From an optimization exercise on the open Yosys and OpenROAD flow, aimed at a short achievable clock period and few clock cycles; shortcuts taken in it are not production practice.
Function was checked by simulation only, so behaviour that the tests miss may differ from the original.
Power figures rest on the tool's default switching activity, not on a simulated workload.

`flow/flow/run.sh`:
```
#!/bin/bash
set -euo pipefail
export BUFFER_PORTS_ARGS="-buffer_cell sky130_fd_sc_hd__buf_4"
bash standard.sh > standard_flow.log 2>&1
```
`flow/standard.sh`:
```
#!/bin/bash
# synth_recipe.tcl (not shown) runs the flow's synth.tcl, then flattens the netlist and writes it again
# the make line also repeats each setting of config.mk as NAME=value (left out here)
make -C /OpenROAD-flow-scripts/flow DESIGN_CONFIG=/design/flow/config.mk WORK_HOME=/design/flow/orfs CLKGATE_MAP_FILE= SYNTH_SCRIPT=/design/flow/synth_recipe.tcl "${@:-finish}"
```
`flow/config.mk`:
```
export PLATFORM = sky130hd
export DESIGN_NAME = uc1609_framer
export DESIGN_NICKNAME = uc1609_framer
export VERILOG_FILES = /design/flow/design.v
export SDC_FILE = /design/flow/constraint.sdc
export NUM_CORES = 4
export LEC_CHECK = 0
export CAP_MARGIN = 20
export CORE_MARGIN = 2
export CORE_UTILIZATION = 40
export SLEW_MARGIN = 20
```
`flow/constraint.sdc`:
```
create_clock -name core_clock -period 12.0 [get_ports {clk}]
set_input_delay 2.4000 -clock core_clock [delete_from_list [all_inputs] [get_ports {clk}]]
set_output_delay 2.4000 -clock core_clock [all_outputs]
set_load 0.01 [all_outputs]
```
`flow/design.v`:
```
module uc1609_framer (
    input  wire        clk,
    input  wire        rst,           
    input  wire        req_valid,
    input  wire [31:0] req_word,
    output wire        req_ready,
    output reg         sts_valid,
    output reg  [1:0]  sts_kind,      
    output reg  [3:0]  sts_code,      
    output wire [3:0]  fault_code,
    output wire [31:0] fault_req,
    output reg         fm_re,
    output reg  [16:0] fm_addr,
    input  wire [7:0]  fm_rdata,
    input  wire [16:0] fm_size,
    output reg         ev_valid,
    output reg  [2:0]  ev_type,
    output reg  [7:0]  ev_data,
    input  wire        ev_ready
);
    localparam [2:0] EV_TXN_BEGIN = 3'd0, EV_TXN_END = 3'd1,
                     EV_CS_ASSERT = 3'd2, EV_CS_DEASSERT = 3'd3,
                     EV_CD_COMMAND = 3'd4, EV_CD_DATA = 3'd5,
                     EV_BYTE = 3'd6, EV_RESET_PULSE = 3'd7;
    localparam [1:0] ST_DONE = 2'd0, ST_FAULT = 2'd1, ST_REJECTED = 2'd2;
    localparam [3:0] F_ILLEGAL_OP = 4'd1, F_RESERVED = 4'd2, F_VALUE_RANGE = 4'd3,
                     F_OVERLAP = 4'd4, F_ADDR_RANGE = 4'd5, F_NO_FONT = 4'd6,
                     F_FONT_OOB = 4'd7, F_GLYPH_WIDTH = 4'd8, F_CURSOR_OVF = 4'd9;
    localparam [7:0] OP_SENDCMD = 8'h01, OP_SETCUR = 8'h02, OP_CONTRAST = 8'h03,
                     OP_SCROLL = 8'h04, OP_ROTATE = 8'h05, OP_INVERT = 8'h06,
                     OP_ALLON = 8'h07, OP_DISPEN = 8'h08, OP_SYSRST = 8'h09,
                     OP_HWRST = 8'h0A, OP_INIT = 8'h0B, OP_PWRDN = 8'h0C,
                     OP_CLEAR = 8'h0D, OP_SETFONT = 8'h0E, OP_SETSCALE = 8'h0F,
                     OP_SETAA = 8'h10, OP_PUTC = 8'h11, OP_PUTCAT = 8'h12;
    localparam [7:0] VBIAS_DEFAULT = 8'h49;
    localparam [1:0] T_NONE = 2'd0, T_PF = 2'd1, T_SLOW = 2'd2, T_FONT = 2'd3;
    function [15:0] stretch;
        input [7:0] b;
        integer i;
        begin
            stretch = 16'd0;
            for (i = 0; i < 8; i = i + 1) begin
                stretch[2*i]   = b[i];
                stretch[2*i+1] = b[i];
            end
        end
    endfunction
    function [191:0] build_buf;
        input [39:0] g;
        input        aa;
        reg [15:0] c   [0:11];
        reg [15:0] add [0:11];
        reg [7:0]  s;
        reg [3:0]  wl, wr;
        integer x, o;
        begin
            for (x = 0; x < 12; x = x + 1) begin
                s = (x < 2) ? 8'h00 : g[8*(x/2-1) +: 8];
                c[x] = stretch(s);
                add[x] = 16'd0;
            end
            if (aa) begin
                for (x = 1; x <= 10; x = x + 1) begin
                    for (o = 0; o <= 10; o = o + 2) begin
                        wl = c[x][o +: 4];
                        wr = c[x+1][o +: 4];
                        if (wl == 4'b1100 && wr == 4'b0011) begin
                            add[x][o+1]   = 1'b1;
                            add[x+1][o+2] = 1'b1;
                        end else if (wl == 4'b0011 && wr == 4'b1100) begin
                            add[x][o+2]   = 1'b1;
                            add[x+1][o+1] = 1'b1;
                        end
                    end
                end
            end
            for (x = 0; x < 12; x = x + 1) begin
                build_buf[8*x +: 8]      = c[x][7:0]  | add[x][7:0];
                build_buf[8*(x+12) +: 8] = c[x][15:8] | add[x][15:8];
            end
        end
    endfunction
    function [23:0] cursor_bytes;
        input [7:0] c;
        input [2:0] p;
        begin
            cursor_bytes = {5'b10110, p, 4'h1, c[7:4], 4'h0, c[3:0]};
        end
    endfunction
    localparam integer X_IDLE = 0, X_PULSE = 1, X_TB = 2, X_CSA = 3, X_FR = 4,
                       X_RUN = 5, X_SR = 6, X_SW1 = 7, X_SW2 = 8, X_SP = 9,
                       X_CSD = 10, X_TE = 11, X_STS = 12;
    localparam integer Y_CMDS = 0, Y_CLR = 1, Y_REPOS = 2, Y_GTOP = 3;
    reg rst_q;
    always @(posedge clk) rst_q <= rst;
    reg        wv_q;
    reg        rdy_q;
    reg        busy_q;         
    reg [31:0] w_q;
    assign req_ready = rdy_q;
    wire acc = req_valid && !busy_q;
    reg [15:0] col_q;
    reg [2:0]  row_q;
    reg        scale2_q;
    reg        aa_q;
    reg        font_valid_q;
    reg [15:0] fontbase_q;
    reg [7:0]  fw_q;
    reg [7:0]  ffirst_q;
    reg [7:0]  flast_q;
    reg [7:0]  contrast_q;
    reg [7:0]  orient_q;
    reg [3:0]  df_q;           
    reg [31:0] dfr_q;          
    reg [9:0]  adv_q;          
    reg [17:0] bf3_q;          
    reg [16:0] b4_q;           
    reg [16:0] lim_q;          
    reg        lim_neg_q;      
    reg        fw_nz_q;        
    reg        fw_gt5_q;       
    reg [16:0] fm_size_q;
    reg [16:0] fsm3_q;         
    reg        jv;
    reg        j_ev;           
    reg [1:0]  j_kind;
    reg [3:0]  j_code;
    reg        j_pulse, j_txn, j_cmds, j_clr, j_repos, j_glyph, j_bot, j_s2, j_aa;
    reg [71:0] j_cq;
    reg [3:0]  j_ncmd;
    reg        j_n1;           
    reg [7:0]  j_rc;
    reg [2:0]  j_rr;
    reg [7:0]  j_gc;
    reg [2:0]  j_gr, j_gr1;
    reg [16:0] j_gaddr;
    reg [2:0]  j_nds;
    reg        j_nds1;
    reg [7:0]  j_nslow;
    reg        j_nslow1;
    reg        d_idle, d_s1, d_s2, d_s3, d_s4, d_s5, d_s6;
    reg [31:0] dw;
    reg        dw_font;        
    wire [7:0] op = dw[31:24];
    wire [7:0] fa = dw[23:16];
    wire [7:0] fb = dw[15:8];
    wire [7:0] fc = dw[7:0];
    reg        s1_rej;
    reg [3:0]  s1_f;
    reg        s1_char, s1_setcur, s1_contrast, s1_rotate, s1_clear, s1_setfont,
               s1_setscale, s1_setaa, s1_cmds, s1_init, s1_pwrdn, s1_hwrst;
    reg        s1_sc1, s1_sc2;
    reg [7:0]  s1_cmdb;
    reg [15:0] s1_ecol;
    reg [2:0]  s1_erow;
    reg        s1_cr, s1_lf, s1_tab, s1_bs, s1_prt;
    reg [7:0]  s1_gidx;
    reg        s1_gw;
    reg        s1_hdr_oob;
    reg [9:0]  s2_pp0, s2_pp1, s2_pp2, s2_pp3;
    reg [16:0] s2_tab;
    reg [16:0] s2_bsd;         
    reg [15:0] s2_colp;        
    reg [3:0]  s2_nl;
    reg        s2_ecol_ge;
    reg [3:0]  s2_f;
    reg [11:0] s3_q0, s3_q1;
    reg [3:0]  s3_f;
    reg        s3_tab_lt, s3_bs_lt;
    reg [15:0] s3_bs;
    reg [15:0] s4_goff;
    reg [3:0]  s4_f;
    reg        s4_ev, s4_pulse, s4_txn, s4_cmds, s4_clr, s4_repos, s4_glyph, s4_bot;
    reg [7:0]  s4_rc, s4_gc;
    reg [2:0]  s4_rr, s4_gr, s4_gr1;
    reg [71:0] s4_cq;
    reg [3:0]  s4_ncmd;
    reg        s4_n1;
    reg [15:0] s4_col;
    reg [2:0]  s4_row;
    reg        s4_crwe;
    reg [16:0] s5_gaddr;
    reg        s5_ok, s5_fs;
    reg [1:0]  s5_kind;
    reg [3:0]  s5_code;
    reg [1:0]  fr_iss, fr_got;
    reg [7:0]  h_fw, h_ff, h_fl;
    reg [12:0] es;
    reg [4:0]  seg;            
    reg [2:0]  ph;
    reg [3:0]  fn;
    reg        fl;             
    reg [71:0] cq;
    reg [7:0]  rcnt;
    reg        rl;             
    reg [2:0]  page;
    reg        e_txn, e_cmds, e_clr, e_repos, e_glyph, e_bot, e_s2, e_aa;
    reg [1:0]  e_kind;
    reg [3:0]  e_code;
    reg [7:0]  e_rc, e_gc;
    reg [2:0]  e_rr, e_gr, e_gr1;
    reg [2:0]  e_nds;
    reg        e_nds1;
    reg [7:0]  e_nslow;
    reg        e_nl1;          
    reg [47:0] ds_te, ds_to, ds_be, ds_bo;
    reg        dpar;           
    reg [39:0] gb;
    reg        pf_act;
    reg [2:0]  pf_iss, pf_got;
    reg        pf_bld;
    reg [16:0] pf_addr;
    reg [7:0]  sb;
    reg [1:0]  tag0_q, tag1_q;
    reg        o_last;
    reg        o_empty;        
    reg        s_v, s_ev, s_last;
    reg [2:0]  s_t;
    reg [7:0]  s_d;
    reg [1:0]  s_k;
    reg [3:0]  s_c;
    reg [3:0]  fo_code;
    reg [31:0] fo_req;
    assign fault_code = fo_code;
    assign fault_req  = fo_req;
    wire go = !s_v;
    wire p_has = es[X_PULSE] | es[X_TB] | es[X_CSA] | es[X_FR] | es[X_RUN] |
                 es[X_SP] | es[X_CSD] | es[X_TE] | es[X_STS];
    wire p_ev   = !es[X_STS];
    wire p_last = es[X_TE] | es[X_STS] | (es[X_PULSE] & !e_txn);
    reg [2:0] p_t;
    reg [7:0] p_d;
    always @(*) begin
        p_t = EV_BYTE;
        if (es[X_PULSE])            p_t = EV_RESET_PULSE;
        if (es[X_TB])               p_t = EV_TXN_BEGIN;
        if (es[X_CSA])              p_t = EV_CS_ASSERT;
        if (es[X_FR] && ph[0])      p_t = EV_CD_COMMAND;
        if (es[X_FR] && ph[2])      p_t = EV_CD_DATA;
        if (es[X_CSD])              p_t = EV_CS_DEASSERT;
        if (es[X_TE])               p_t = EV_TXN_END;
        p_d = ({8{es[X_FR] & ph[1]}}            & cq[7:0]) |
              ({8{es[X_RUN] & seg[Y_GTOP] & !dpar}} & ds_te[7:0]) |
              ({8{es[X_RUN] & seg[Y_GTOP] &  dpar}} & ds_to[7:0]) |
              ({8{es[X_RUN] & seg[4] & !dpar}}      & ds_be[7:0]) |
              ({8{es[X_RUN] & seg[4] &  dpar}}      & ds_bo[7:0]) |
              ({8{es[X_SP]}}                    & sb);
    end
    wire p_push = p_has && go;
    wire [191:0] gbb = e_s2 ? build_buf(gb, e_aa) : {144'd0, gb, 8'h00};
    wire e_end  = go && p_last;
    wire e_load = jv && (es[X_IDLE] || e_end);
    wire e_slow_rd = es[X_SR];
    wire d_font_rd = !d_idle && dw_font && (fr_iss != 2'd3);
    wire d_rd_ok   = !pf_act && !e_slow_rd && d_font_rd;
    wire [16:0] font_rd_addr = {1'b0, fa, fb} + {15'd0, fr_iss != 2'd0, fr_iss == 2'd2};
    reg [31:0] mask;
    always @(*) begin
        case (op)
            OP_SENDCMD, OP_SETCUR, OP_SETFONT:             mask = 32'hFF0000FF;
            OP_CONTRAST, OP_SCROLL, OP_ROTATE, OP_INVERT,
            OP_ALLON, OP_DISPEN, OP_SETSCALE, OP_SETAA,
            OP_PUTC:                                       mask = 32'hFF00FFFF;
            OP_PUTCAT:                                     mask = 32'hFF000000;
            default:                                       mask = 32'hFFFFFFFF;
        endcase
    end
    wire op_legal     = (op != 8'h00) && (op <= 8'h12);
    wire reserved_bad = ((dw & mask) != {op, 24'h000000});
    wire is_putcat    = (op == OP_PUTCAT);
    wire is_char      = (op == OP_PUTC) || is_putcat;
    wire c_cr  = (fa == 8'h0D);
    wire c_lf  = (fa == 8'h0A);
    wire c_tab = (fa == 8'h09);
    wire c_bs  = (fa == 8'h08);
    wire c_prt = !c_cr && !c_lf && !c_tab && !c_bs &&
                 (fa >= ffirst_q) && (fa <= flast_q);
    reg [3:0] f1;
    always @(*) begin
        f1 = 4'd0;
        if (!op_legal)
            f1 = F_ILLEGAL_OP;
        else if (reserved_bad)
            f1 = F_RESERVED;
        else begin
            case (op)
                OP_SENDCMD:  if ((fa & fb) != 8'h00) f1 = F_OVERLAP;
                OP_SETCUR:   if (fa >= 8'd192 || fb >= 8'd8) f1 = F_ADDR_RANGE;
                OP_SCROLL:   if (fa >= 8'd64) f1 = F_VALUE_RANGE;
                OP_ROTATE:   if ((fa & 8'hF9) != 8'h00) f1 = F_VALUE_RANGE;
                OP_INVERT, OP_ALLON, OP_DISPEN, OP_SETAA:
                             if (fa > 8'd1) f1 = F_VALUE_RANGE;
                OP_PUTCAT:   if (fb >= 8'd192 || fc >= 8'd8) f1 = F_ADDR_RANGE;
                default: ;
            endcase
            if (f1 == 4'd0 && is_char && !font_valid_q)
                f1 = F_NO_FONT;
        end
    end
    reg [7:0] cmdb;
    always @(*) begin
        case (op)
            OP_SENDCMD:  cmdb = fa | fb;
            OP_SCROLL:   cmdb = 8'h40 | fa;
            OP_ROTATE:   cmdb = 8'hC0 | fa;
            OP_INVERT:   cmdb = 8'hA6 | fa;
            OP_ALLON:    cmdb = 8'hA4 | fa;
            OP_DISPEN:   cmdb = 8'hAE | fa;
            OP_SYSRST:   cmdb = 8'hE2;
            default:     cmdb = 8'hAE;         
        endcase
    end
    reg        jb_ev, jb_pulse, jb_txn, jb_cmds, jb_clr, jb_repos, jb_glyph, jb_bot;
    reg [7:0]  jb_rc, jb_gc;
    reg [2:0]  jb_rr, jb_gr;
    reg [15:0] jb_col;
    reg [2:0]  jb_row;
    reg        jb_crwe;
    always @(*) begin
        jb_ev    = 1'b0;
        jb_pulse = 1'b0;
        jb_txn   = 1'b0;
        jb_cmds  = 1'b0;
        jb_clr   = 1'b0;
        jb_repos = 1'b0;
        jb_glyph = 1'b0;
        jb_bot   = 1'b0;
        jb_rc    = 8'd0;
        jb_rr    = 3'd0;
        jb_gc    = 8'd0;
        jb_gr    = 3'd0;
        jb_col   = s1_ecol;
        jb_row   = s1_erow;
        jb_crwe  = 1'b0;
        if (s1_cmds) begin
            jb_ev    = 1'b1;
            jb_txn   = 1'b1;
            jb_cmds  = 1'b1;
            jb_pulse = s1_init || s1_pwrdn;
        end
        if (s1_hwrst) begin
            jb_ev    = 1'b1;
            jb_pulse = 1'b1;
        end
        if (s1_setcur) begin
            jb_col   = {8'h00, fa};
            jb_row   = fb[2:0];
            jb_crwe  = 1'b1;
            jb_rc    = fa;
            jb_rr    = fb[2:0];
            jb_ev    = 1'b1;
            jb_txn   = 1'b1;
            jb_repos = 1'b1;
        end
        if (s1_clear) begin
            jb_col  = 16'd0;
            jb_row  = 3'd0;
            jb_crwe = 1'b1;
            jb_ev   = 1'b1;
            jb_txn  = 1'b1;
            jb_clr  = 1'b1;
        end
        if (s1_char) begin
            jb_crwe = 1'b1;
            if (s1_cr) begin
                jb_col = 16'd0;
            end else if (s1_lf) begin
                if (s2_nl[3]) begin
                    jb_col   = 16'd0;
                    jb_row   = 3'd0;
                    jb_clr   = 1'b1;
                    jb_repos = 1'b1;
                    jb_ev    = 1'b1;
                    jb_txn   = 1'b1;
                end else begin
                    jb_row = s2_nl[2:0];
                    jb_rc  = s1_ecol[7:0];
                    jb_rr  = s2_nl[2:0];
                    if (!s2_ecol_ge) begin
                        jb_repos = 1'b1;
                        jb_ev    = 1'b1;
                        jb_txn   = 1'b1;
                    end
                end
            end else if (s1_tab) begin
                jb_col = s2_tab[15:0];
                jb_rc  = s2_tab[7:0];
                jb_rr  = s1_erow;
                if (s3_tab_lt) begin
                    jb_repos = 1'b1;
                    jb_ev    = 1'b1;
                    jb_txn   = 1'b1;
                end
            end else if (s1_bs) begin
                jb_col = s3_bs;
                jb_rc  = s3_bs[7:0];
                jb_rr  = s1_erow;
                if (s3_bs_lt) begin
                    jb_repos = 1'b1;
                    jb_ev    = 1'b1;
                    jb_txn   = 1'b1;
                end
            end else if (s1_prt) begin
                jb_glyph = 1'b1;
                jb_ev    = 1'b1;
                jb_txn   = 1'b1;
                if (s2_ecol_ge) begin
                    jb_repos = 1'b1;
                    jb_col   = {6'd0, adv_q};
                    if (s2_nl[3]) begin
                        jb_clr = 1'b1;
                        jb_row = 3'd0;
                        jb_bot = 1'b1;
                    end else begin
                        jb_row = s2_nl[2:0];
                        jb_rr  = s2_nl[2:0];
                        jb_gr  = s2_nl[2:0];
                        jb_bot = (s2_nl[2:0] != 3'd7);
                    end
                end else begin
                    jb_gc  = s1_ecol[7:0];
                    jb_gr  = s1_erow;
                    jb_bot = (s1_erow != 3'd7);
                    jb_col = s2_colp;
                end
            end
        end
    end
    wire       g_oob = fw_nz_q && (lim_neg_q || {1'b0, s4_goff} >= lim_q);
    wire [3:0] f5    = (s4_f == 4'd0 && s1_char && s1_prt && g_oob) ? F_FONT_OOB : s4_f;
    wire font_ok  = !dw_font || (fr_got == 2'd3);
    wire d_commit = d_s6 && (!jv || e_load) && font_ok;
    wire d_take   = wv_q && (d_idle || d_commit);
    function [82:0] next_seg;
        input [1:0]  lvl;
        input        cmds, clr, repos, glyph;
        input [3:0]  n;
        input        n1;
        input [71:0] q;
        input [7:0]  rc;
        input [2:0]  rr;
        input [7:0]  gc;
        input [2:0]  gr;
        begin
            if (lvl == 2'd0 && cmds)
                next_seg = {1'b0, 5'b00001, n, n1, q};
            else if (lvl <= 2'd1 && clr)
                next_seg = {1'b0, 5'b00010, 4'd3, 1'b0, 48'd0, cursor_bytes(8'd0, 3'd0)};
            else if (lvl <= 2'd2 && repos)
                next_seg = {1'b0, 5'b00100, 4'd3, 1'b0, 48'd0, cursor_bytes(rc, rr)};
            else if (glyph)
                next_seg = {1'b0, 5'b01000, 4'd3, 1'b0, 48'd0, cursor_bytes(gc, gr)};
            else
                next_seg = {1'b1, 5'b00001, 4'd3, 1'b0, q};
        end
    endfunction
    reg [12:0] es_n;
    reg [4:0]  seg_n;
    reg [2:0]  ph_n;
    reg [3:0]  fn_n;
    reg        fl_n;
    reg [71:0] cq_n;
    reg [7:0]  rcnt_n;
    reg        rl_n;
    reg [2:0]  page_n;
    reg [7:0]  nslow_n;
    reg        nl1_n;
    reg [82:0] nx;
    always @(*) begin
        es_n    = es;
        seg_n   = seg;
        ph_n    = ph;
        fn_n    = fn;
        fl_n    = fl;
        cq_n    = cq;
        rcnt_n  = rcnt;
        rl_n    = rl;
        page_n  = page;
        nslow_n = e_nslow;
        nl1_n   = e_nl1;
        nx      = 83'd0;
        if (p_push) begin
            es_n = 13'd0;
            if (es[X_PULSE]) begin
                es_n[X_TB]   = e_txn;
                es_n[X_IDLE] = !e_txn;
            end
            if (es[X_TB])  es_n[X_CSA] = 1'b1;
            if (es[X_CSA]) begin
                nx = next_seg(2'd0, e_cmds, e_clr, e_repos, e_glyph, fn, fl, cq, e_rc, e_rr, e_gc, e_gr);
                es_n[X_CSD] = nx[82];
                es_n[X_FR]  = !nx[82];
                seg_n  = nx[81:77];
                fn_n   = nx[76:73];
                fl_n   = nx[72];
                cq_n   = nx[71:0];
                ph_n   = 3'b001;
                page_n = 3'd0;
            end
            if (es[X_FR]) begin
                es_n[X_FR] = 1'b1;
                ph_n = {ph[1:0], ph[2]};
                if (ph[2]) begin
                    cq_n = {8'h00, cq[71:8]};
                    fn_n = fn - 4'd1;
                    fl_n = (fn == 4'd2);
                    if (fl) begin
                        if (seg[Y_CMDS] || seg[Y_REPOS]) begin
                            if (seg[Y_CMDS])
                                nx = next_seg(2'd1, e_cmds, e_clr, e_repos, e_glyph, fn, fl, cq, e_rc, e_rr, e_gc, e_gr);
                            else
                                nx = next_seg(2'd3, e_cmds, e_clr, e_repos, e_glyph, fn, fl, cq, e_rc, e_rr, e_gc, e_gr);
                            es_n[X_FR]  = !nx[82];
                            es_n[X_CSD] = nx[82];
                            seg_n = nx[81:77];
                            fn_n  = nx[76:73];
                            fl_n  = nx[72];
                            cq_n  = nx[71:0];
                        end else begin
                            es_n[X_FR]  = 1'b0;
                            es_n[X_RUN] = 1'b1;
                            if (seg[Y_CLR]) begin
                                rcnt_n = 8'd192;
                                rl_n   = 1'b0;
                            end else if (seg[Y_GTOP] && !e_s2) begin
                                rcnt_n = {5'd0, e_nds};
                                rl_n   = e_nds1;
                            end else begin
                                rcnt_n = 8'd12;
                                rl_n   = 1'b0;
                            end
                        end
                    end
                end
            end
            if (es[X_RUN]) begin
                es_n[X_RUN] = 1'b1;
                rcnt_n = rcnt - 8'd1;
                rl_n   = (rcnt == 8'd2);
                if (rl) begin
                    es_n[X_RUN] = 1'b0;
                    if (seg[Y_CLR]) begin
                        if (page != 3'd7) begin
                            page_n = page + 3'd1;
                            cq_n   = {48'd0, cursor_bytes(8'd0, page + 3'd1)};
                            fn_n   = 4'd3;
                            fl_n   = 1'b0;
                            es_n[X_FR] = 1'b1;
                        end else begin
                            nx = next_seg(2'd2, e_cmds, e_clr, e_repos, e_glyph, fn, fl, cq, e_rc, e_rr, e_gc, e_gr);
                            es_n[X_FR]  = !nx[82];
                            es_n[X_CSD] = nx[82];
                            seg_n = nx[81:77];
                            fn_n  = nx[76:73];
                            fl_n  = nx[72];
                            cq_n  = nx[71:0];
                        end
                    end else if (seg[Y_GTOP] && e_s2 && e_bot) begin
                        seg_n = 5'b10000;
                        cq_n  = {48'd0, cursor_bytes(e_gc, e_gr1)};
                        fn_n  = 4'd3;
                        fl_n  = 1'b0;
                        es_n[X_FR] = 1'b1;
                    end else if (seg[Y_GTOP] && !e_s2 && e_nslow != 8'd0) begin
                        es_n[X_SR] = 1'b1;
                    end else begin
                        es_n[X_CSD] = 1'b1;
                    end
                end
            end
            if (es[X_SP]) begin
                nslow_n = e_nslow - 8'd1;
                nl1_n   = (e_nslow == 8'd2);
                es_n[X_CSD] = e_nl1;
                es_n[X_SR]  = !e_nl1;
            end
            if (es[X_CSD]) es_n[X_TE] = 1'b1;
            if (es[X_TE] || es[X_STS]) es_n[X_IDLE] = 1'b1;
        end
        if (es[X_SR])  es_n = 13'd1 << X_SW1;
        if (es[X_SW1]) es_n = 13'd1 << X_SW2;
        if (es[X_SW2]) es_n = 13'd1 << X_SP;
        if (e_load) begin
            es_n = 13'd0;
            es_n[X_STS]   = !j_ev;
            es_n[X_PULSE] = j_ev && j_pulse;
            es_n[X_TB]    = j_ev && !j_pulse;
            cq_n    = j_cq;
            fn_n    = j_ncmd;
            fl_n    = j_n1;
            nslow_n = j_nslow;
            nl1_n   = j_nslow1;
        end
    end
    wire       src_v    = s_v || p_push;
    wire       src_ev   = s_v ? s_ev   : p_ev;
    wire       src_last = s_v ? s_last : p_last;
    wire [2:0] src_t    = s_v ? s_t    : p_t;
    wire [7:0] src_d    = s_v ? s_d    : p_d;
    wire [1:0] src_k    = s_v ? s_k    : e_kind;
    wire [3:0] src_c    = s_v ? s_c    : e_code;
    wire ev_take = src_v && src_ev && (o_empty ? 1'b1 : (ev_ready && !o_last));
    wire st_take = src_v && !src_ev && o_empty;
    wire take    = ev_take || st_take;
    wire o_bub   = !o_empty && ev_ready && o_last;
    always @(posedge clk) begin
        if (rst) begin
            rdy_q  <= 1'b0;
            busy_q <= 1'b1;
        end else if (rst_q) begin
            rdy_q  <= 1'b1;
            busy_q <= 1'b0;
        end else if (acc) begin
            rdy_q  <= 1'b0;
            busy_q <= 1'b1;
        end else if (d_take) begin
            rdy_q  <= 1'b1;
            busy_q <= 1'b0;
        end
        if (rst_q) begin
            wv_q         <= 1'b0;
            col_q        <= 16'd0;
            row_q        <= 3'd0;
            scale2_q     <= 1'b0;
            aa_q         <= 1'b0;
            font_valid_q <= 1'b0;
            contrast_q   <= VBIAS_DEFAULT;
            orient_q     <= 8'h00;
            df_q         <= 4'd0;
            jv           <= 1'b0;
            d_idle <= 1'b1; d_s1 <= 1'b0; d_s2 <= 1'b0; d_s3 <= 1'b0;
            d_s4 <= 1'b0; d_s5 <= 1'b0; d_s6 <= 1'b0;
            fr_iss       <= 2'd3;
            fr_got       <= 2'd3;
            es           <= 13'd1;
            pf_act       <= 1'b0;
            pf_bld       <= 1'b0;
            fm_re        <= 1'b0;
            tag0_q       <= T_NONE;
            tag1_q       <= T_NONE;
            ev_valid     <= 1'b0;
            o_empty      <= 1'b1;
            s_v          <= 1'b0;
            sts_valid    <= 1'b0;
            fo_code      <= 4'd0;
            fo_req       <= 32'd0;
        end else begin
            if (acc)
                wv_q <= 1'b1;
            else if (d_take)
                wv_q <= 1'b0;
            fm_re  <= pf_act || e_slow_rd || d_rd_ok;
            tag0_q <= pf_act ? T_PF : e_slow_rd ? T_SLOW : d_rd_ok ? T_FONT : T_NONE;
            tag1_q <= tag0_q;
            if (d_rd_ok)
                fr_iss <= fr_iss + 2'd1;
            if (tag1_q == T_FONT)
                fr_got <= fr_got + 2'd1;
            if (d_take) begin
                fr_iss <= 2'd0;
                fr_got <= 2'd0;
            end
            d_s2 <= d_s1;
            d_s3 <= d_s2;
            d_s4 <= d_s3;
            d_s5 <= d_s4;
            if (d_s5) d_s6 <= 1'b1;
            if (d_commit) begin
                d_s6   <= 1'b0;
                d_idle <= 1'b1;
            end
            d_s1 <= d_take;
            if (d_take) d_idle <= 1'b0;
            if (d_commit)
                jv <= 1'b1;
            else if (e_load)
                jv <= 1'b0;
            if (d_commit) begin
                if (s5_fs)
                    df_q <= s5_code;
                if (s5_ok) begin
                    if (s4_crwe) begin
                        col_q <= s4_col;
                        row_q <= s4_row;
                    end
                    if (s1_contrast) contrast_q <= fa;
                    if (s1_rotate)   orient_q   <= fa;
                    if (s1_setfont)  font_valid_q <= 1'b1;
                    if (s1_setscale && (s1_sc1 || s1_sc2)) scale2_q <= s1_sc2;
                    if (s1_setaa)    aa_q <= fa[0];
                end
            end
            es <= es_n;
            if (e_load && j_glyph)
                pf_act <= 1'b1;
            else if (pf_act && pf_iss == 3'd4)
                pf_act <= 1'b0;
            pf_bld <= (tag1_q == T_PF) && (pf_got == 3'd4);
            sts_valid <= o_bub || st_take;
            ev_valid  <= ev_take || (!o_empty && !ev_ready);
            o_empty   <= !(ev_take || (!o_empty && !ev_ready));
            if (s_v)
                s_v <= !take;
            else
                s_v <= p_push && !take;
            if (st_take && src_k == ST_FAULT) begin
                fo_code <= df_q;
                fo_req  <= dfr_q;
            end
        end
    end
    always @(posedge clk) begin
        fm_size_q <= fm_size;
        fsm3_q    <= fm_size_q - 17'd3;
        adv_q     <= scale2_q ? ({1'b0, fw_q, 1'b0} + 10'd2) : ({2'b00, fw_q} + 10'd1);
        bf3_q     <= {2'b00, fontbase_q} + {10'd0, fw_q} + 18'd3;
        b4_q      <= {1'b0, fontbase_q} + 17'd4;
        lim_q     <= fm_size_q - bf3_q[16:0];
        lim_neg_q <= (bf3_q >= {1'b0, fm_size_q});
        fw_nz_q   <= (fw_q != 8'd0);
        fw_gt5_q  <= (fw_q > 8'd5);
        if (acc)
            w_q <= req_word;
        if (d_take) begin
            dw      <= w_q;
            dw_font <= (w_q[31:24] == OP_SETFONT);
        end
        s1_rej      <= (df_q != 4'd0);
        s1_f        <= f1;
        s1_char     <= is_char;
        s1_setcur   <= (op == OP_SETCUR);
        s1_contrast <= (op == OP_CONTRAST);
        s1_rotate   <= (op == OP_ROTATE);
        s1_clear    <= (op == OP_CLEAR);
        s1_setfont  <= (op == OP_SETFONT);
        s1_setscale <= (op == OP_SETSCALE);
        s1_setaa    <= (op == OP_SETAA);
        s1_cmds     <= (op == OP_SENDCMD) || (op == OP_CONTRAST) || (op == OP_SCROLL) ||
                       (op == OP_ROTATE) || (op == OP_INVERT) || (op == OP_ALLON) ||
                       (op == OP_DISPEN) || (op == OP_SYSRST) || (op == OP_INIT) ||
                       (op == OP_PWRDN);
        s1_init     <= (op == OP_INIT);
        s1_pwrdn    <= (op == OP_PWRDN);
        s1_hwrst    <= (op == OP_HWRST);
        s1_sc1      <= (fa == 8'd1);
        s1_sc2      <= (fa == 8'd2);
        s1_cmdb     <= cmdb;
        s1_ecol     <= is_putcat ? {8'h00, fb} : col_q;
        s1_erow     <= is_putcat ? fc[2:0] : row_q;
        s1_cr       <= c_cr;
        s1_lf       <= c_lf;
        s1_tab      <= c_tab;
        s1_bs       <= c_bs;
        s1_prt      <= c_prt;
        s1_gidx     <= fa - ffirst_q;
        s1_gw       <= scale2_q && (fw_q != 8'd5);
        s1_hdr_oob  <= ({1'b0, fa, fb} >= fsm3_q);
        s2_pp0     <= {2'b00, s1_gidx} * {8'd0, fw_q[1:0]};
        s2_pp1     <= {2'b00, s1_gidx} * {8'd0, fw_q[3:2]};
        s2_pp2     <= {2'b00, s1_gidx} * {8'd0, fw_q[5:4]};
        s2_pp3     <= {2'b00, s1_gidx} * {8'd0, fw_q[7:6]};
        s2_tab     <= {1'b0, s1_ecol} + {5'b0, adv_q, 2'b00};
        s2_bsd     <= {1'b0, s1_ecol} - {7'b0, adv_q};
        s2_colp    <= s1_ecol + {6'b0, adv_q};
        s2_nl      <= {1'b0, s1_erow} + (scale2_q ? 4'd2 : 4'd1);
        s2_ecol_ge <= (s1_ecol >= 16'd192);
        s2_f       <= (s1_f != 4'd0) ? s1_f :
                      (s1_setfont && s1_hdr_oob) ? F_FONT_OOB :
                      (s1_char && s1_prt && s1_gw) ? F_GLYPH_WIDTH : 4'd0;
        s3_q0      <= {2'b00, s2_pp0} + {s2_pp1, 2'b00};
        s3_q1      <= {2'b00, s2_pp2} + {s2_pp3, 2'b00};
        s3_tab_lt  <= (s2_tab[15:0] < 16'd192);
        s3_bs      <= s2_bsd[16] ? 16'd0 : s2_bsd[15:0];
        s3_bs_lt   <= s2_bsd[16] || (s2_bsd[15:0] < 16'd192);
        s3_f       <= (s2_f == 4'd0 && s1_char && s1_tab && s2_tab[16]) ? F_CURSOR_OVF : s2_f;
        s4_goff  <= {4'b0000, s3_q0} + {s3_q1, 4'b0000};
        s4_f     <= s3_f;
        s4_ev    <= jb_ev;
        s4_pulse <= jb_pulse;
        s4_txn   <= jb_txn;
        s4_cmds  <= jb_cmds;
        s4_clr   <= jb_clr;
        s4_repos <= jb_repos;
        s4_glyph <= jb_glyph;
        s4_bot   <= jb_bot;
        s4_rc    <= jb_rc;
        s4_rr    <= jb_rr;
        s4_gc    <= jb_gc;
        s4_gr    <= jb_gr;
        s4_gr1   <= jb_gr + 3'd1;
        s4_col   <= jb_col;
        s4_row   <= jb_row;
        s4_crwe  <= jb_crwe;
        s4_cq    <= s1_init ? {8'hC0 | orient_q, 8'hAF, contrast_q, 8'h81,
                               8'h2F, 8'hEB, 8'hA1, 8'h8A, 8'h27} :
                    s1_contrast ? {56'd0, fa, 8'h81} : {64'd0, s1_cmdb};
        s4_ncmd  <= s1_init ? 4'd9 : s1_contrast ? 4'd2 : 4'd1;
        s4_n1    <= !s1_init && !s1_contrast;
        s5_gaddr <= {1'b0, s4_goff} + b4_q;
        s5_ok    <= !s1_rej && (f5 == 4'd0);
        s5_fs    <= !s1_rej && (f5 != 4'd0);
        s5_kind  <= s1_rej ? ST_REJECTED : (f5 != 4'd0) ? ST_FAULT : ST_DONE;
        s5_code  <= s1_rej ? 4'd0 : f5;
        if (tag1_q == T_FONT) begin
            case (fr_got)
                2'd0:    h_fw <= fm_rdata;
                2'd1:    h_ff <= fm_rdata;
                default: h_fl <= fm_rdata;
            endcase
        end
        if (d_commit) begin
            if (s5_fs)
                dfr_q <= dw;
            if (s5_ok && s1_setfont) begin
                fontbase_q <= {fa, fb};
                fw_q       <= h_fw;
                ffirst_q   <= h_ff;
                flast_q    <= h_fl;
            end
            j_ev     <= s5_ok && s4_ev;
            j_kind   <= s5_kind;
            j_code   <= s5_code;
            j_pulse  <= s4_pulse;
            j_txn    <= s4_txn;
            j_cmds   <= s4_cmds;
            j_clr    <= s4_clr;
            j_repos  <= s4_repos;
            j_glyph  <= s5_ok && s4_glyph;
            j_bot    <= s4_bot;
            j_s2     <= scale2_q;
            j_aa     <= aa_q;
            j_cq     <= s4_cq;
            j_ncmd   <= s4_ncmd;
            j_n1     <= s4_n1;
            j_rc     <= s4_rc;
            j_rr     <= s4_rr;
            j_gc     <= s4_gc;
            j_gr     <= s4_gr;
            j_gr1    <= s4_gr1;
            j_gaddr  <= s5_gaddr;
            j_nds    <= fw_gt5_q ? 3'd6 : fw_q[2:0] + 3'd1;
            j_nds1   <= !fw_nz_q;
            j_nslow  <= fw_gt5_q ? fw_q - 8'd5 : 8'd0;
            j_nslow1 <= (fw_q == 8'd6);
        end
        if (e_load) begin
            e_txn   <= j_txn;
            e_cmds  <= j_cmds;
            e_clr   <= j_clr;
            e_repos <= j_repos;
            e_glyph <= j_glyph;
            e_bot   <= j_bot;
            e_s2    <= j_s2;
            e_aa    <= j_aa;
            e_kind  <= j_kind;
            e_code  <= j_code;
            e_rc    <= j_rc;
            e_rr    <= j_rr;
            e_gc    <= j_gc;
            e_gr    <= j_gr;
            e_gr1   <= j_gr1;
            e_nds   <= j_nds;
            e_nds1  <= j_nds1;
        end
        seg     <= seg_n;
        ph      <= ph_n;
        fn      <= fn_n;
        fl      <= fl_n;
        cq      <= cq_n;
        rcnt    <= rcnt_n;
        rl      <= rl_n;
        page    <= page_n;
        e_nslow <= nslow_n;
        e_nl1   <= nl1_n;
        if (e_load && j_glyph) begin
            pf_iss  <= 3'd0;
            pf_got  <= 3'd0;
            pf_addr <= j_gaddr;
        end else begin
            if (pf_act) begin
                pf_iss  <= pf_iss + 3'd1;
                pf_addr <= pf_addr + 17'd1;
            end
            if (e_slow_rd)
                pf_addr <= pf_addr + 17'd1;
            if (tag1_q == T_PF)
                pf_got <= pf_got + 3'd1;
        end
        if (pf_act || e_slow_rd)
            fm_addr <= pf_addr;
        else if (d_rd_ok)
            fm_addr <= font_rd_addr;
        if (tag1_q == T_PF)
            gb <= {fm_rdata, gb[39:8]};
        if (tag1_q == T_SLOW)
            sb <= fm_rdata;
        if (pf_bld) begin
            ds_te <= {gbb[8*10 +: 8], gbb[8*8 +: 8], gbb[8*6 +: 8],
                      gbb[8*4 +: 8],  gbb[8*2 +: 8], gbb[8*0 +: 8]};
            ds_to <= {gbb[8*11 +: 8], gbb[8*9 +: 8], gbb[8*7 +: 8],
                      gbb[8*5 +: 8],  gbb[8*3 +: 8], gbb[8*1 +: 8]};
        end else if (es[X_RUN] && seg[Y_GTOP] && go) begin
            if (dpar)
                ds_to <= {8'h00, ds_to[47:8]};
            else
                ds_te <= {8'h00, ds_te[47:8]};
        end
        if (pf_bld) begin
            ds_be <= {gbb[8*22 +: 8], gbb[8*20 +: 8], gbb[8*18 +: 8],
                      gbb[8*16 +: 8], gbb[8*14 +: 8], gbb[8*12 +: 8]};
            ds_bo <= {gbb[8*23 +: 8], gbb[8*21 +: 8], gbb[8*19 +: 8],
                      gbb[8*17 +: 8], gbb[8*15 +: 8], gbb[8*13 +: 8]};
        end else if (es[X_RUN] && seg[4] && go) begin
            if (dpar)
                ds_bo <= {8'h00, ds_bo[47:8]};
            else
                ds_be <= {8'h00, ds_be[47:8]};
        end
        if (es[X_RUN] && go)
            dpar <= !dpar;
        if (es[X_FR])
            dpar <= 1'b0;
        if (ev_take) begin
            ev_type <= src_t;
            ev_data <= src_d;
            o_last  <= src_last;
        end
        if (p_push) begin
            s_ev   <= p_ev;
            s_last <= p_last;
            s_t    <= p_t;
            s_d    <= p_d;
            s_k    <= e_kind;
            s_c    <= e_code;
        end
        if (st_take) begin
            sts_kind <= src_k;
            sts_code <= src_c;
        end else if (!o_empty && o_last) begin
            sts_kind <= ST_DONE;
            sts_code <= 4'd0;
        end
    end
endmodule
```
==> results list, run 1 <==
- Result of the run: complete, no violations
- The library cell used most frequently in the layout, excluding fill and tap cells, is sky130_fd_sc_hd__edfxtp_1.
- In this run the remaining antenna-violating nets after routing total 0.
* Number of nets in the layout: 5286
- For this run, the number of Yosys warnings is 3.
- Final Hold Fails: 0
- Summing over every cut layer, the via total after detailed routing is 37240.
- Power density over cell area: 176.8 nW/µm²
* Final Routed Wirelength: 143.5 mm
- Vias per Instance: 5.413
* Floorplan die height: ~370 µm
* Max Buffers Root-to-Sink: 3
- Yosys cell types: 101
- Critical Path End Type: output pin
- Required arrival time at the worst endpoint: approximately 9.6 ns
- The number of global-route vias before repair came to ~35000.
- Max Fanout on Critical Path: 2
* Detailed router's first-iteration violation count: 3595
- The tool flagged a number of max-cap violations equal to 0.
- Setup TNS after final layout: 0 ns
* Post-Syn Area per Cell: around 11 µm²
- Clock tree synthesis selected as its root buffer the cell sky130_fd_sc_hd__clkbuf_16.
* Post-Synthesis Cell Area: 54870 µm²
- Worst-path cell chain: buf_4
* Transition time at the pin with the least slew margin: between 1 and 1.5 ns
* Crit path buffers/inverters: 1
- Synthesis handed over a netlist of slightly below 5000 instances.
- The number of setup buffers added after CTS is 0.
- Category of the most critical setup path: reg -> out
- The slowest stage of the critical path is the sky130_fd_sc_hd__dfxtp_1 cell.
- Setup slack of the worst register-to-register path: approximately 8.4 ns
* I/O Pins: 135
* CTS clock-pin slew for the worst setup and hold paths: 0.06 ns
- Cells with a size suffix above 1 make up approximately a tenth of the layout.
- Initial antenna violation count: 12
* Filler Cells Inserted: 12400
- The worst register-to-register path has a depth of 12.
- End point of the critical path: req_ready
- Standard-cell rows: 135
* Layout overhead on the synthesized area: 13.65%
* Core region area: 135800 µm²
* Global router's overall resource usage: 20.18%
* RSZ-0062 raised after global routing: false
- Maximum number of pins on one net before global-route repair: 78
- Worst rel slew slack: 26.34%
* Post-DR wirelength/cell: 20.87 µm
* Clock tree from TritonCTS: built
- When the netlist entered floorplanning its net count stood at 5184.
- The first global-routing pass estimated 218.2 mm of wire.
* Worst reg2reg path startpoint: s_v
* Max-slew violation count: 0
- Setup violations remaining at the end of the flow were counted as 0.
- Counting flops and latches in the post-synthesis netlist gives 1273.
* Static Leakage: 23.58 nW
* Cell family with the largest share of critical-path delay: flip-flops
- STA classifies the critical path startpoint as a flip-flop.
* Number of sinks on the clock net: approximately 1300
- Counting the buffers created by CTS gives 137.
* Sequential cell area fraction in the yosys report: 59.45%
* Most used flip-flop cell after synthesis: sky130_fd_sc_hd__edfxtp_1
- For this configuration, the core starts out at a cell density of 40.41%.
* Total power of the final layout: 11.03 mW
* CP Depth: 1
* Count of flip-flops with a built-in enable after synthesis: 713
- Buffers inserted to repair hold after CTS numbered 0.
- The congestion estimate from routability-driven global placement came to 0.8851.
- For this run, the detailed router's first-pass iteration total came to 6.
- Htree depth: 4
* HPWL Detailed: 99.45 mm
- The die is about 370 µm wide.
* IO Port Bufs: roughly 130
- Gates resized during post-CTS repair numbered 0.
- The critical path starts at rdy_q.
- Across the VDD grid, the largest voltage drop is 181.6 µV.
- Hold WC Path Type: reg -> reg
- Derived from the worst setup path, the maximum achievable clock frequency is 0.2632 GHz.
- Post-synthesis cell type with the largest combined area: sky130_fd_sc_hd__edfxtp_1
- Final period util: about a third
- After global routing the overflow that remains totals 0.
- After synthesis, the cell types taking the most area are sky130_fd_sc_hd__edfxtp_1 39%, sky130_fd_sc_hd__dfxtp_1 20%, sky130_fd_sc_hd__ha_1 5.2%, sky130_fd_sc_hd__a21oi_1 2.8%, sky130_fd_sc_hd__nand2_1 2.6%.
- Clock skew on the completed layout was measured at 0.02760 ns.
- Summed over its instances, the top area cell type makes up 39.02% of the synthesized netlist area.
- After detailed routing, the number of remaining DRC violations is 0.
- Counting I/O delays and the setup requirement, the final critical path takes 3.799 ns.
* Total area of sequential cells: 32630 µm²
- Crit path arrival time: between 1 and 1.5 ns
* Commonest cells after routing, fill and taps aside: 713 x sky130_fd_sc_hd__edfxtp_1, 558 x sky130_fd_sc_hd__dfxtp_1, 382 x sky130_fd_sc_hd__nand2_1, 352 x sky130_fd_sc_hd__nor2_1, 305 x sky130_fd_sc_hd__a21oi_1
- Multi-input combinational cell area: 20260 µm²
- Die area: 140200 µm²
- Clk Latency, worst-skew pair: slightly below 0.8 ns
- Proportion of synthesized flip-flops having asynchronous set or reset: 0%
* Max incr delay on CP: 0.46 ns
## area by class of cell
type | instances | share of cell area, %
sequential | 1273 | 52.32
timing repair buffer | 192 | 2.349
multi-input combinational | 3065 | 32.49
clock buffer | 181 | 6.111
clock inverter | 75 | 1.274
antenna | 1 | 0.004013
tap | 1781 | 3.573
inverter | 311 | 1.874
## synthesized netlist by cell type, drive strengths merged (44+ instances only)
cell type and number:
edfxtp 713, dfxtp 560, nand2 387, nor2 357
a21oi 307, inv 307, ha 229, o21ai 224
clkbuf 189, nand3 144, xnor2 139, and2 125
nor2b 108, nor3 82, xor2 57, mux2 53
mux2i 52, a21o 44
## kinds of logic (layout without fill, tap and decap cells)
| family | after synthesis | in the layout | share of synthesized area [%] |
|---|---|---|---|
| flip-flops | 1273 | 1273 | 59.45 |
| adder cells (fa/ha/maj) | 245 | 245 | 5.805 |
| buffers and inverters | 540 | 759 | 3.785 |
| AND/OR/NAND/NOR | 1454 | 1454 | 13.00 |
| multiplexers | 105 | 105 | 2.036 |
| XOR/XNOR | 196 | 196 | 3.128 |
| other | 0 | 1 | 0 |
| AO/OA/AOI/OAI | 1065 | 1065 | 12.80 |
## per-layer routing
metal	wire, µm	part of all wire (%)	track usage [%]	vias up
li1	-	-	-	17800
met1	67780	47	29.61	18010
met3	10530	7.3	4.257	215
met4	3155	2.2	5.698	8
met2	62030	43	29.93	1199
met5	57	0.040	0	-
## flip-flops by register name, summed over array words and instances, names as in the netlist, 31 cells and up, named ones only
signal / count
ds_te: 48
ds_bo: 42
dw: 32
w_q: 32
dfr_q: 32
ds_be: 42
cq: 72
fo_req: 32
gb: 40
ds_to: 47
j_cq: 31
s4_cq: 31
## metrics by stage
stage / instance area, µm² / hold slack, ns / utilization (%) / cells / setup slack [ns]
2_1_floorplan: 54870 / 0.3096 / - / 4878 / 7.586
3_3_place_gp: 57700 / 0.3123 / 42.49 / 6620 / 8.387
3_5_place_dp: 57720 / 0.3121 / 42.50 / 6621 / 8.300
4_1_cts: 62320 / 0.3255 / 45.89 / 6877 / 8.159
5_1_grt: 62360 / 0.3309 / 45.92 / 6878 / 8.069
6_report: 62360 / 0.3260 / 45.92 / 6879 / 8.201
## how the worst min path moves through the flow
stage	from	end	slack, ns	cells past startpoint
after detailed placement	s2_pp2[0]	s3_q1[0]	0.31	0
after global placement	s2_pp2[1]	s3_q1[1]	0.31	0
after CTS	s3_q0[0]	s4_goff[0]	0.33	0
after floorplan	s2_pp0[0]	s3_q0[0]	0.31	0
after global routing	s3_f[2]	s4_f[2]	0.33	0
final	s3_f[2]	s4_f[2]	0.33	0
## report_power, final
part	internal (mW)	leakage, nW	total [mW]	switching (mW)
logic	0.552	10.1	1.33	0.780
clock network	2.50	2.24	4.30	1.79
registers	5.12	11.2	5.40	0.279
Testbench counts, summed over its fixed seeds: cycles 127,442.
==> inputs of run 2 (changes only) <==
--- a/flow/design.v
+++ b/flow/design.v
@@ -126,7 +126,8 @@
     reg [1:0]  j_kind;
     reg [3:0]  j_code;
     reg        j_pulse, j_txn, j_cmds, j_clr, j_repos, j_glyph, j_bot, j_s2, j_aa;
-    reg [71:0] j_cq;
+    reg        j_init;
+    reg [7:0]  j_c0, j_c1;     
     reg [3:0]  j_ncmd;
     reg        j_n1;           
     reg [7:0]  j_rc;
@@ -173,7 +174,8 @@
     reg        s4_ev, s4_pulse, s4_txn, s4_cmds, s4_clr, s4_repos, s4_glyph, s4_bot;
     reg [7:0]  s4_rc, s4_gc;
     reg [2:0]  s4_rr, s4_gr, s4_gr1;
-    reg [71:0] s4_cq;
+    reg        s4_init;
+    reg [7:0]  s4_c0, s4_c1;
     reg [3:0]  s4_ncmd;
     reg        s4_n1;
     reg [15:0] s4_col;
@@ -190,7 +192,11 @@
     reg [2:0]  ph;
     reg [3:0]  fn;
     reg        fl;             
-    reg [71:0] cq;
+    reg [23:0] cq;             
+    reg [3:0]  ci;             
+    reg        e_init;
+    reg [7:0]  e_c0, e_c1;
+    reg [7:0]  fbr;            
     reg [7:0]  rcnt;
     reg        rl;             
     reg [2:0]  page;
@@ -203,8 +209,8 @@
     reg        e_nds1;
     reg [7:0]  e_nslow;
     reg        e_nl1;          
-    reg [47:0] ds_te, ds_to, ds_be, ds_bo;
-    reg        dpar;           
+    reg [7:0]  nb;
+    reg [23:0] dsel;
     reg [39:0] gb;
     reg        pf_act;
     reg [2:0]  pf_iss, pf_got;
@@ -239,15 +245,19 @@
         if (es[X_FR] && ph[2])      p_t = EV_CD_DATA;
         if (es[X_CSD])              p_t = EV_CS_DEASSERT;
         if (es[X_TE])               p_t = EV_TXN_END;
-        p_d = ({8{es[X_FR] & ph[1]}}            & cq[7:0]) |
-              ({8{es[X_RUN] & seg[Y_GTOP] & !dpar}} & ds_te[7:0]) |
-              ({8{es[X_RUN] & seg[Y_GTOP] &  dpar}} & ds_to[7:0]) |
-              ({8{es[X_RUN] & seg[4] & !dpar}}      & ds_be[7:0]) |
-              ({8{es[X_RUN] & seg[4] &  dpar}}      & ds_bo[7:0]) |
+        p_d = ({8{es[X_FR] & ph[1]}}            & fbr) |
+              ({8{es[X_RUN] & !seg[Y_CLR]}}     & nb) |
               ({8{es[X_SP]}}                    & sb);
     end
     wire p_push = p_has && go;
     wire [191:0] gbb = e_s2 ? build_buf(gb, e_aa) : {144'd0, gb, 8'h00};
+    reg  [7:0]   gnext;
+    integer gk;
+    always @(*) begin
+        gnext = 8'h00;
+        for (gk = 0; gk < 24; gk = gk + 1)
+            gnext = gnext | ({8{dsel[gk]}} & gbb[8*gk +: 8]);
+    end
     wire e_end  = go && p_last;
     wire e_load = jv && (es[X_IDLE] || e_end);
     wire e_slow_rd = es[X_SR];
@@ -431,12 +441,34 @@
     wire font_ok  = !dw_font || (fr_got == 2'd3);
     wire d_commit = d_s6 && (!jv || e_load) && font_ok;
     wire d_take   = wv_q && (d_idle || d_commit);
-    function [82:0] next_seg;
+    function [7:0] cmd_byte;
+        input [3:0] idx;
+        input       init;
+        input [7:0] c0, c1;
+        begin
+            if (init) begin
+                case (idx)
+                    4'd0:    cmd_byte = 8'h27;
+                    4'd1:    cmd_byte = 8'h8A;
+                    4'd2:    cmd_byte = 8'hA1;
+                    4'd3:    cmd_byte = 8'hEB;
+                    4'd4:    cmd_byte = 8'h2F;
+                    4'd5:    cmd_byte = 8'h81;
+                    4'd6:    cmd_byte = c0;
+                    4'd7:    cmd_byte = 8'hAF;
+                    default: cmd_byte = c1;
+                endcase
+            end else begin
+                cmd_byte = (idx == 4'd0) ? c0 : c1;
+            end
+        end
+    endfunction
+    function [34:0] next_seg;
         input [1:0]  lvl;
         input        cmds, clr, repos, glyph;
         input [3:0]  n;
         input        n1;
-        input [71:0] q;
+        input [23:0] q;
         input [7:0]  rc;
         input [2:0]  rr;
         input [7:0]  gc;
@@ -445,11 +477,11 @@
             if (lvl == 2'd0 && cmds)
                 next_seg = {1'b0, 5'b00001, n, n1, q};
             else if (lvl <= 2'd1 && clr)
-                next_seg = {1'b0, 5'b00010, 4'd3, 1'b0, 48'd0, cursor_bytes(8'd0, 3'd0)};
+                next_seg = {1'b0, 5'b00010, 4'd3, 1'b0, cursor_bytes(8'd0, 3'd0)};
             else if (lvl <= 2'd2 && repos)
-                next_seg = {1'b0, 5'b00100, 4'd3, 1'b0, 48'd0, cursor_bytes(rc, rr)};
+                next_seg = {1'b0, 5'b00100, 4'd3, 1'b0, cursor_bytes(rc, rr)};
             else if (glyph)
-                next_seg = {1'b0, 5'b01000, 4'd3, 1'b0, 48'd0, cursor_bytes(gc, gr)};
+                next_seg = {1'b0, 5'b01000, 4'd3, 1'b0, cursor_bytes(gc, gr)};
             else
                 next_seg = {1'b1, 5'b00001, 4'd3, 1'b0, q};
         end
@@ -459,13 +491,14 @@
     reg [2:0]  ph_n;
     reg [3:0]  fn_n;
     reg        fl_n;
-    reg [71:0] cq_n;
+    reg [23:0] cq_n;
+    reg [3:0]  ci_n;
     reg [7:0]  rcnt_n;
     reg        rl_n;
     reg [2:0]  page_n;
     reg [7:0]  nslow_n;
     reg        nl1_n;
-    reg [82:0] nx;
+    reg [34:0] nx;
     always @(*) begin
         es_n    = es;
         seg_n   = seg;
@@ -473,12 +506,13 @@
         fn_n    = fn;
         fl_n    = fl;
         cq_n    = cq;
+        ci_n    = ci;
         rcnt_n  = rcnt;
         rl_n    = rl;
         page_n  = page;
         nslow_n = e_nslow;
         nl1_n   = e_nl1;
-        nx      = 83'd0;
+        nx      = 35'd0;
         if (p_push) begin
             es_n = 13'd0;
             if (es[X_PULSE]) begin
@@ -488,12 +522,12 @@
             if (es[X_TB])  es_n[X_CSA] = 1'b1;
             if (es[X_CSA]) begin
                 nx = next_seg(2'd0, e_cmds, e_clr, e_repos, e_glyph, fn, fl, cq, e_rc, e_rr, e_gc, e_gr);
-                es_n[X_CSD] = nx[82];
-                es_n[X_FR]  = !nx[82];
-                seg_n  = nx[81:77];
-                fn_n   = nx[76:73];
-                fl_n   = nx[72];
-                cq_n   = nx[71:0];
+                es_n[X_CSD] = nx[34];
+                es_n[X_FR]  = !nx[34];
+                seg_n  = nx[33:29];
+                fn_n   = nx[28:25];
+                fl_n   = nx[24];
+                cq_n   = nx[23:0];
                 ph_n   = 3'b001;
                 page_n = 3'd0;
             end
@@ -501,7 +535,8 @@
                 es_n[X_FR] = 1'b1;
                 ph_n = {ph[1:0], ph[2]};
                 if (ph[2]) begin
-                    cq_n = {8'h00, cq[71:8]};
+                    cq_n = {8'h00, cq[23:8]};
+                    ci_n = ci + 4'd1;
                     fn_n = fn - 4'd1;
                     fl_n = (fn == 4'd2);
                     if (fl) begin
@@ -510,12 +545,12 @@
                                 nx = next_seg(2'd1, e_cmds, e_clr, e_repos, e_glyph, fn, fl, cq, e_rc, e_rr, e_gc, e_gr);
                             else
                                 nx = next_seg(2'd3, e_cmds, e_clr, e_repos, e_glyph, fn, fl, cq, e_rc, e_rr, e_gc, e_gr);
-                            es_n[X_FR]  = !nx[82];
-                            es_n[X_CSD] = nx[82];
-                            seg_n = nx[81:77];
-                            fn_n  = nx[76:73];
-                            fl_n  = nx[72];
-                            cq_n  = nx[71:0];
+                            es_n[X_FR]  = !nx[34];
+                            es_n[X_CSD] = nx[34];
+                            seg_n = nx[33:29];
+                            fn_n  = nx[28:25];
+                            fl_n  = nx[24];
+                            cq_n  = nx[23:0];
                         end else begin
                             es_n[X_FR]  = 1'b0;
                             es_n[X_RUN] = 1'b1;
@@ -542,22 +577,22 @@
                     if (seg[Y_CLR]) begin
                         if (page != 3'd7) begin
                             page_n = page + 3'd1;
-                            cq_n   = {48'd0, cursor_bytes(8'd0, page + 3'd1)};
+                            cq_n   = cursor_bytes(8'd0, page + 3'd1);
                             fn_n   = 4'd3;
                             fl_n   = 1'b0;
                             es_n[X_FR] = 1'b1;
                         end else begin
                             nx = next_seg(2'd2, e_cmds, e_clr, e_repos, e_glyph, fn, fl, cq, e_rc, e_rr, e_gc, e_gr);
-                            es_n[X_FR]  = !nx[82];
-                            es_n[X_CSD] = nx[82];
-                            seg_n = nx[81:77];
-                            fn_n  = nx[76:73];
-                            fl_n  = nx[72];
-                            cq_n  = nx[71:0];
+                            es_n[X_FR]  = !nx[34];
+                            es_n[X_CSD] = nx[34];
+                            seg_n = nx[33:29];
+                            fn_n  = nx[28:25];
+                            fl_n  = nx[24];
+                            cq_n  = nx[23:0];
                         end
                     end else if (seg[Y_GTOP] && e_s2 && e_bot) begin
                         seg_n = 5'b10000;
-                        cq_n  = {48'd0, cursor_bytes(e_gc, e_gr1)};
+                        cq_n  = cursor_bytes(e_gc, e_gr1);
                         fn_n  = 4'd3;
                         fl_n  = 1'b0;
                         es_n[X_FR] = 1'b1;
@@ -585,7 +620,7 @@
             es_n[X_STS]   = !j_ev;
             es_n[X_PULSE] = j_ev && j_pulse;
             es_n[X_TB]    = j_ev && !j_pulse;
-            cq_n    = j_cq;
+            ci_n    = 4'd0;
             fn_n    = j_ncmd;
             fl_n    = j_n1;
             nslow_n = j_nslow;
@@ -791,9 +826,9 @@
         s4_col   <= jb_col;
         s4_row   <= jb_row;
         s4_crwe  <= jb_crwe;
-        s4_cq    <= s1_init ? {8'hC0 | orient_q, 8'hAF, contrast_q, 8'h81,
-                               8'h2F, 8'hEB, 8'hA1, 8'h8A, 8'h27} :
-                    s1_contrast ? {56'd0, fa, 8'h81} : {64'd0, s1_cmdb};
+        s4_init  <= s1_init;
+        s4_c0    <= s1_init ? contrast_q : s1_contrast ? 8'h81 : s1_cmdb;
+        s4_c1    <= s1_init ? (8'hC0 | orient_q) : fa;
         s4_ncmd  <= s1_init ? 4'd9 : s1_contrast ? 4'd2 : 4'd1;
         s4_n1    <= !s1_init && !s1_contrast;
         s5_gaddr <= {1'b0, s4_goff} + b4_q;
@@ -829,7 +864,9 @@
             j_bot    <= s4_bot;
             j_s2     <= scale2_q;
             j_aa     <= aa_q;
-            j_cq     <= s4_cq;
+            j_init   <= s4_init;
+            j_c0     <= s4_c0;
+            j_c1     <= s4_c1;
             j_ncmd   <= s4_ncmd;
             j_n1     <= s4_n1;
             j_rc     <= s4_rc;
@@ -861,12 +898,17 @@
             e_gr1   <= j_gr1;
             e_nds   <= j_nds;
             e_nds1  <= j_nds1;
+            e_init  <= j_init;
+            e_c0    <= j_c0;
+            e_c1    <= j_c1;
         end
         seg     <= seg_n;
         ph      <= ph_n;
         fn      <= fn_n;
         fl      <= fl_n;
         cq      <= cq_n;
+        ci      <= ci_n;
+        fbr     <= seg[Y_CMDS] ? cmd_byte(ci, e_init, e_c0, e_c1) : cq[7:0];
         rcnt    <= rcnt_n;
         rl      <= rl_n;
         page    <= page_n;
@@ -895,31 +937,12 @@
         if (tag1_q == T_SLOW)
             sb <= fm_rdata;
         if (pf_bld) begin
-            ds_te <= {gbb[8*10 +: 8], gbb[8*8 +: 8], gbb[8*6 +: 8],
-                      gbb[8*4 +: 8],  gbb[8*2 +: 8], gbb[8*0 +: 8]};
-            ds_to <= {gbb[8*11 +: 8], gbb[8*9 +: 8], gbb[8*7 +: 8],
-                      gbb[8*5 +: 8],  gbb[8*3 +: 8], gbb[8*1 +: 8]};
-        end else if (es[X_RUN] && seg[Y_GTOP] && go) begin
-            if (dpar)
-                ds_to <= {8'h00, ds_to[47:8]};
-            else
-                ds_te <= {8'h00, ds_te[47:8]};
-        end
-        if (pf_bld) begin
-            ds_be <= {gbb[8*22 +: 8], gbb[8*20 +: 8], gbb[8*18 +: 8],
-                      gbb[8*16 +: 8], gbb[8*14 +: 8], gbb[8*12 +: 8]};
-            ds_bo <= {gbb[8*23 +: 8], gbb[8*21 +: 8], gbb[8*19 +: 8],
-                      gbb[8*17 +: 8], gbb[8*15 +: 8], gbb[8*13 +: 8]};
-        end else if (es[X_RUN] && seg[4] && go) begin
-            if (dpar)
-                ds_bo <= {8'h00, ds_bo[47:8]};
-            else
-                ds_be <= {8'h00, ds_be[47:8]};
+            nb   <= gbb[7:0];
+            dsel <= 24'd2;
+        end else if (es[X_RUN] && !seg[Y_CLR] && go) begin
+            nb   <= gnext;
+            dsel <= {dsel[22:0], 1'b0};
         end
-        if (es[X_RUN] && go)
-            dpar <= !dpar;
-        if (es[X_FR])
-            dpar <= 1'b0;
         if (ev_take) begin
             ev_type <= src_t;
             ev_data <= src_d;
==> results list, run 2 <==
* Max Freq: 0.2687 GHz
- Critical Path End Type: flip-flop
- In the post-synthesis netlist, the cell with the most instances is sky130_fd_sc_hd__dfxtp_1.
* Final worst clock skew: 0.04023 ns
- HPWL Detailed: between 90 and 100 mm
- Commonest cells in the netlist: 581 x sky130_fd_sc_hd__dfxtp_1, 497 x sky130_fd_sc_hd__edfxtp_1, 466 x sky130_fd_sc_hd__nand2_1
* Max reg flops: 40
- Length of the first detailed-routing pass in iterations: 6
- Transition time at the pin with the least slew margin: 1.067 ns
- Max Buffers Root-to-Sink: 3
* Maximum vdd ir drop: 108.2 µV
* Cell depth of the worst hold path: 0
- Most flops, register: gb
- Min-Delay Startpoint: s3_q0[0]
- Count of flip-flops with a built-in enable after synthesis: 497
- Setup slack at placement: around 8.3 ns
* Hold_buf cts: 0
- Most common cell after layout, fill and taps aside: sky130_fd_sc_hd__dfxtp_1
- Power spread over the standard cell area amounts to 167.8 nW/µm².
* Placer congestion estimate: 0.9252
- The endpoint identified for the worst register-to-register timing path is dfr_q[13].
- Routing usage on met2: between 30% and 40%
- Yosys cell types: 83
* Element type at the critical path start: flip-flop
* Met3 global-route usage: roughly 4.3%
* Maximum number of pins on one net before global-route repair: 75
* Synth Warn #: 3
* Most area-consuming cells after synthesis: sky130_fd_sc_hd__edfxtp_1 32%, sky130_fd_sc_hd__dfxtp_1 25%, sky130_fd_sc_hd__ha_1 6.2%, sky130_fd_sc_hd__nand2_1 3.7%, sky130_fd_sc_hd__a21oi_1 3.6%
* Final setup slack of the worst path: 8.279 ns
- Commonest cells after routing, fill and taps aside: 580 x sky130_fd_sc_hd__dfxtp_1, 497 x sky130_fd_sc_hd__edfxtp_1, 466 x sky130_fd_sc_hd__nand2_1, 357 x sky130_fd_sc_hd__nor2_1, 336 x sky130_fd_sc_hd__a21oi_1
* Category of the most critical setup path: reg -> reg
- Most used flip-flop cell after synthesis: sky130_fd_sc_hd__dfxtp_1
- The final count of hold timing violations came to 0.
- Post-CTS sizing: 0
- I/O Pins: 135
- The worst register-to-register path begins at es[12].
* Utilization after layout: about 46%
- The number of cells on the worst reg-to-reg path is 8.
- Once the floorplan was initialized, standard cells occupied 40.18% of the core.
- Clock-pin slew was measured on the worst setup and hold paths at 0.06 ns.
- Clk Latency, worst-skew pair: 0.70 ns
* Post-Syn Area per Cell: 10.48 µm²
* Die area: 121100 µm²
- Result of the run: complete, no violations
* Sequential cell area fraction in the yosys report: 56.13%
* Antenna cells: 0
* Total CTS buffers: between 100 and 150
- Number of sinks on the clock net: 1078
- The first global-routing pass estimated 198.6 mm of wire.
- Fraction of layout cells with a size suffix above 1: 9.793%
* Clock tree from TritonCTS: built
- Met1 Track Usage GR: 30.93%
- For this run the aggregate overflow at the end of global routing stands at 0.
- Wires add up to 131.3 mm.
- Post-Synthesis Cell Area: 47310 µm²
- Width of the die: roughly 350 µm
- IO Port Bufs: roughly 130
* Via count of the first global-routing pass: 32070
- Summed over all cells, the static leakage comes to 20.55 nW.
- The detailed router finished its first iteration with 3379 violations.
- In this run, synthesis produced a sequential element count of approximately 1100.
- Floorplan die height: approximately 350 µm
* Post-route ant nets: 0
- Relative to the synthesized area, the layout overhead comes to 13.45%.
- Number of vias after detailed routing: 33790
* Finished layout cell area: about 54000 µm²
- Of the post-synthesis cell area, the dominant cell type holds 31.54%.
- Final critical-path required period: about 3.7 ns
- For this run, design rule violations remaining after detail routing come to 0.
- Once placement finished, the instance area stood at roughly 50000 µm².
* Htree depth: 3
* Core region area: 117800 µm²
- Worst-case hold path end point: s4_goff[0]
- Max cap viols: 0
* Proportion of synthesized flip-flops having asynchronous set or reset: 0%
- Post-DR wirelength/cell: 21.06 µm
- Initial antenna violation count: 7
- Once the clock tree was built, the setup fixing pass inserted 0 buffers.
- Max Fanout on Critical Path: 46
- Hold WC Path Type: reg -> reg
* RSZ-0062 raised after global routing: false
- Global routing consumed, over all layers together, between 20% and 30% of the routing resources.
* Standard-cell rows: 126
- Most crowded layer after global routing: met2
- Number of nets in the layout: 4913
- Setup TNS after final layout: 0 ns
- At the worst endpoint, the required time is 12.33 ns.
- Vias per Instance: 5.421
- Setup slack on the worst reg-to-reg path comes out at ~8.3 ns.
* Final period util: 31.01%
- Syn Inst Count: roughly 4500
- Root buffer cell: sky130_fd_sc_hd__clkbuf_16
- Max-slew violation count: 0
- # setup viols final: 0
- The number of nets handed over by synthesis was 4825.
* Crit path arrival time: 4.05 ns
* Worst rel slew slack: around 29%
* Post-synthesis cell type with the largest combined area: sky130_fd_sc_hd__edfxtp_1
## run 2: cell types whose count changed after synthesis, sizes merged, moves of 24 or more
cell and delta:
o21ai +49, edfxtp -216, nand2 +79, inv -54
nand3 -62, a21oi +29, and2 -38, a221o -24
## run 2: worst max-delay path: stages, from the launching register on
cell	delay, ns
sky130_fd_sc_hd__dfxtp_1	0.46
sky130_fd_sc_hd__nor2_1	0.12
sky130_fd_sc_hd__a21o_1	0.21
sky130_fd_sc_hd__a31oi_4	0.51
sky130_fd_sc_hd__buf_4	0.58
sky130_fd_sc_hd__buf_4	0.59
sky130_fd_sc_hd__nand2_1	0.32
sky130_fd_sc_hd__inv_1	0.11
sky130_fd_sc_hd__buf_4	0.41
## run 2: cell type report
type	instances	area (µm²)
repair buffers	182	1386
clock buffers	162	3351
well taps	1536	1922
multi-input cells	2972	19040
fillers	10940	64090
clock inverters	44	445.4
inverters	259	972.2
flip-flops and latches	1078	26560
## run 2: cells by family after synthesis
| family | share of synthesized area (%) |
|---|---|
| AND/OR/NAND/NOR | 14.03 |
| adder cells (fa/ha/maj) | 6.839 |
| flip-flops | 56.13 |
| AO/OA/AOI/OAI | 13.30 |
| multiplexers | 2.237 |
| XOR/XNOR | 3.739 |
| buffers and inverters | 3.731 |
## run 2: worst max path at each step
stage | end | slack (ns) | startpoint | cells after the start
6_report | dfr_q[13] | 8.28 | es[12] | 8
5_1_grt | col_q[0] | 8.01 | es[12] | 8
4_1_cts | dfr_q[2] | 8.25 | e_txn | 8
3_5_place_dp | dfr_q[3] | 8.26 | e_txn | 8
3_3_place_gp | dfr_q[3] | 8.28 | e_txn | 8
2_1_floorplan | dfr_q[0] | 4.23 | es[0] | 4
## run 2: through the flow
| step | hold slack (ns) | cells | power, mW |
|---|---|---|---|
| final | 0.3249 | 6233 | 9.007 |
| after global routing | 0.3299 | 6233 | 9.398 |
| after CTS | 0.3242 | 6232 | 9.089 |
| after detailed placement | 0.3132 | 6026 | 5.533 |
| after global placement | 0.3129 | 6026 | 5.509 |
| after floorplan | 0.3096 | 4515 | 5.146 |
## run 2: power breakdown
| part | internal [mW] | total, mW | switching (mW) |
|---|---|---|---|
| sequential | 4.18 | 4.38 | 0.196 |
| combinational | 0.455 | 1.08 | 0.628 |
| clock | 2.09 | 3.55 | 1.46 |
## run 2: layer usage
layer	share of wire (%)	wire (µm)
met1	47	61680
met2	43	56260
met3	7.4	9661
met4	2.8	3691
met5	0	0
Testbench counts of run 2, summed over its fixed seeds: cycles 127,442.

-- static timing again, ports no longer ideal --
How much do the figures lean on ideal ports? The routed layouts below were timed once more, with nothing changed but the port constraints. Step 1: set_driving_cell puts a clkbuf_16 on clk and a buf_2 on each other input, an assumption about the parent block. Step 2, shift: input delay + t, output delay - t, t = (earliest + latest rising clock arrival at the registers) / 2. This alone moves slack from input paths to output paths. a / b / c = ideal ports / drivers / drivers and shift; a / b = the first two.
run | t, ns | setup slack, ns
run 1 | 0.836 | 8.201 / 8.121 / 8.300
run 2 | 0.761 | 8.279 / 8.279 / 8.279
After both steps setup and hold are still met in every run listed.
